Context: an optimization exercise on an open-source flow, tuned for small area, a short achievable clock period and few clock cycles per item. The choices shown serve that exercise and are no tape-out recipe.
Function was checked by simulation only, so behaviour that the tests miss may differ from the original.
Power figures rest on the tool's default switching activity, not on a simulated workload.

Design eo_pktcipher, start of the top module:
module eo_pktcipher (
    input  wire       clk,
    input  wire       rst,
    input  wire       start,
    input  wire       dec,
    input  wire [7:0] key,
    input  wire [6:0] len,
    output wire       ready,
    input  wire       in_valid,
    input  wire [7:0] in_byte,
    output wire       in_ready,
    output reg        out_valid,
    output reg  [7:0] out_byte
);
export LEC_CHECK = 0
export CAP_MARGIN = 20
export CORE_MARGIN = 2
export CORE_UTILIZATION = 60
export PLACE_DENSITY = 0.72
export SLEW_MARGIN = 20
create_clock -name core_clock -period 15.0 [get_ports {clk}]
standard.sh (not shown) runs the stock make flow with config.mk's settings and CLKGATE_MAP_FILE= SYNTH_SCRIPT=/design/flow/synth_recipe.tcl, a recipe that flattens the netlist after the stock synthesis.
==> flow/flow/run.sh <==
#!/bin/bash
# Layout flow: the standard ORFS flow (standard synthesis included), with
#  - the port buffers inserted at placement made buf_4 cells instead of the
#    default pick, and
#  - clock tree synthesis without dummy load cells, and with sink clusters
#    of up to 25 registers within 70 um.
# Each tool's output goes to the ORFS logs under orfs/logs/; make's own output
# is kept in flow_make.log.
set -euo pipefail
export BUFFER_PORTS_ARGS="-buffer_cell sky130_fd_sc_hd__buf_4"
export CTS_ARGS="-sink_clustering_enable -repair_clock_nets -dont_use_dummy_load -sink_clustering_size 25 -sink_clustering_max_diameter 70"
bash standard.sh > flow_make.log 2>&1
Testbench counts at the start, summed over its fixed seeds: cycles 45,969, bytes 34,425.
==> next run, changes <==
==> flow/flow/run.sh (replaced) <==
#!/bin/bash
# Layout flow: the standard ORFS flow (standard synthesis included), with
# the port buffers inserted at placement made buf_4 cells instead of the
# default pick. Each tool's output goes to the ORFS logs under orfs/logs/;
# make's own output is kept in flow_make.log.
set -euo pipefail
export BUFFER_PORTS_ARGS="-buffer_cell sky130_fd_sc_hd__buf_4"
bash standard.sh > flow_make.log 2>&1
CORE_UTILIZATION = 40   (was 60)
PLACE_DENSITY = 0.6   (was 0.72)
=> First-iteration DRC count drops by a quarter to a third; design area rose by a few percent; power grows by about a fifth.
==> next run, changes <==
==> flow/flow/run.sh (replaced) <==
#!/bin/bash
# Layout flow: the standard ORFS flow (standard synthesis included), with
#  - the port buffers inserted at placement made buf_4 cells instead of the
#    default pick, and
#  - clock tree synthesis without dummy load cells, and with sink clusters
#    of up to 30 registers within 80 um.
# Each tool's output goes to the ORFS logs under orfs/logs/; make's own output
# is kept in flow_make.log.
set -euo pipefail
export BUFFER_PORTS_ARGS="-buffer_cell sky130_fd_sc_hd__buf_4"
export CTS_ARGS="-sink_clustering_enable -repair_clock_nets -dont_use_dummy_load -sink_clustering_size 30 -sink_clustering_max_diameter 80"
bash standard.sh > flow_make.log 2>&1
CORE_UTILIZATION = 60   (was 40)
PLACE_DENSITY = 0.72   (was 0.6)
Routed wire length goes down by a few percent. Global-route usage grows by 8.6 points. Worst setup slack gets better by 0.079 ns. Design area falls by a few percent.

* * *

## job 2653
eo_pktcipher, a different RTL version from the one above (not shown whole).
For scale: about 3100 cells after synthesis, about 830 flip-flops, roughly 39 I/O pins, about 39000 sq um of cells after synthesis.
==> flow/config.mk <==
export PLATFORM = sky130hd
export DESIGN_NAME = eo_pktcipher
export DESIGN_NICKNAME = eo_pktcipher
export VERILOG_FILES = /design/flow/design.v
export SDC_FILE = /design/flow/constraint.sdc
export NUM_CORES = 4
export LEC_CHECK = 0
export CAP_MARGIN = 20
export CORE_MARGIN = 2
export CORE_UTILIZATION = 60
export PLACE_DENSITY = 0.72
export SLEW_MARGIN = 20
==> flow/constraint.sdc <==
create_clock -name core_clock -period 15.0 [get_ports {clk}]
set_input_delay 3.0000 -clock core_clock [delete_from_list [all_inputs] [get_ports {clk}]]
set_output_delay 3.0000 -clock core_clock [all_outputs]
set_load 0.01 [all_outputs]
==> flow/flow/run.sh <==
#!/bin/bash
# Layout flow: the standard ORFS flow (standard synthesis included), with
#  - the port buffers inserted at placement made buf_4 cells instead of the
#    default pick, and
#  - clock tree synthesis without dummy load cells, and with sink clusters
#    of up to 25 registers within 70 um.
# Each tool's output goes to the ORFS logs under orfs/logs/; make's own output
# is kept in flow_make.log.
set -euo pipefail
export BUFFER_PORTS_ARGS="-buffer_cell sky130_fd_sc_hd__buf_4"
export CTS_ARGS="-sink_clustering_enable -repair_clock_nets -dont_use_dummy_load -sink_clustering_size 25 -sink_clustering_max_diameter 70"
bash standard.sh > flow_make.log 2>&1
Job 2653 was carried through to the last stage, and its layout satisfied the timing, DRC and antenna checks.
Testbench counts of job 2653, summed over its fixed seeds: cycles 45,969, bytes 34,425.
diff inputs: job 2653 => job 3285
--- a/flow/flow/run.sh
+++ b/flow/flow/run.sh
@@ -5,3 +5,3 @@
 #  - clock tree synthesis without dummy load cells, and with sink clusters
-#    of up to 25 registers within 70 um.
+#    of up to 30 registers within 80 um.
 # Each tool's output goes to the ORFS logs under orfs/logs/; make's own output
@@ -10,3 +10,3 @@
 export BUFFER_PORTS_ARGS="-buffer_cell sky130_fd_sc_hd__buf_4"
-export CTS_ARGS="-sink_clustering_enable -repair_clock_nets -dont_use_dummy_load -sink_clustering_size 25 -sink_clustering_max_diameter 70"
+export CTS_ARGS="-sink_clustering_enable -repair_clock_nets -dont_use_dummy_load -sink_clustering_size 30 -sink_clustering_max_diameter 80"
 bash standard.sh > flow_make.log 2>&1
## What came out
The flow did not stop early for job 3285: all stages ran, and the layout cleared the timing, DRC and antenna checks. Job 3285 -> job 2653: number of buffers and inverters on the critical path flat. Detailed-routing iteration count for the pre-antenna-repair pass: job 3285 lower than job 2653. Looking at data arrival time of the worst path, job 3285 sits 0.04 ns below job 2653.

-- port drivers added, routing unchanged --
How much do the figures lean on ideal ports? The routed layouts below were timed once more, with nothing changed but the port constraints.
Step 1 sets driving cells, clkbuf_16 on the clock port and buf_2 on the other inputs (assumed; they add their load-dependent delay and slew).
Step 2 also shifts input and output timing later by t, the mid clock arrival at the registers, as if the neighbouring blocks saw the same clock.
Slacks: ideal / step 1 / step 2; pairs: ideal / step 1.
| run | t (ns) | setup WS [ns] | worst setup path after step 2 |
|---|---|---|---|
| the first run of note 1 | 0.661 | 10.865 / 10.800 / 10.769 | input to register |
| the second run of note 1 | 0.730 | 10.818 / 10.744 / 10.644 | input to register |
| the third run of note 1 | 0.649 | 10.897 / 10.829 / 10.716 | input to register |
| job 2653 | 0.688 | 10.869 / 10.803 / 10.625 | input to register |
| job 3285 | 0.651 | 10.905 / 10.837 / 10.648 | input to register |
After both steps every run listed still meets setup and hold. For job 3285, which loses most, drivers alone change the setup slack by -0.068 ns; drivers and shift together by -0.257 ns.
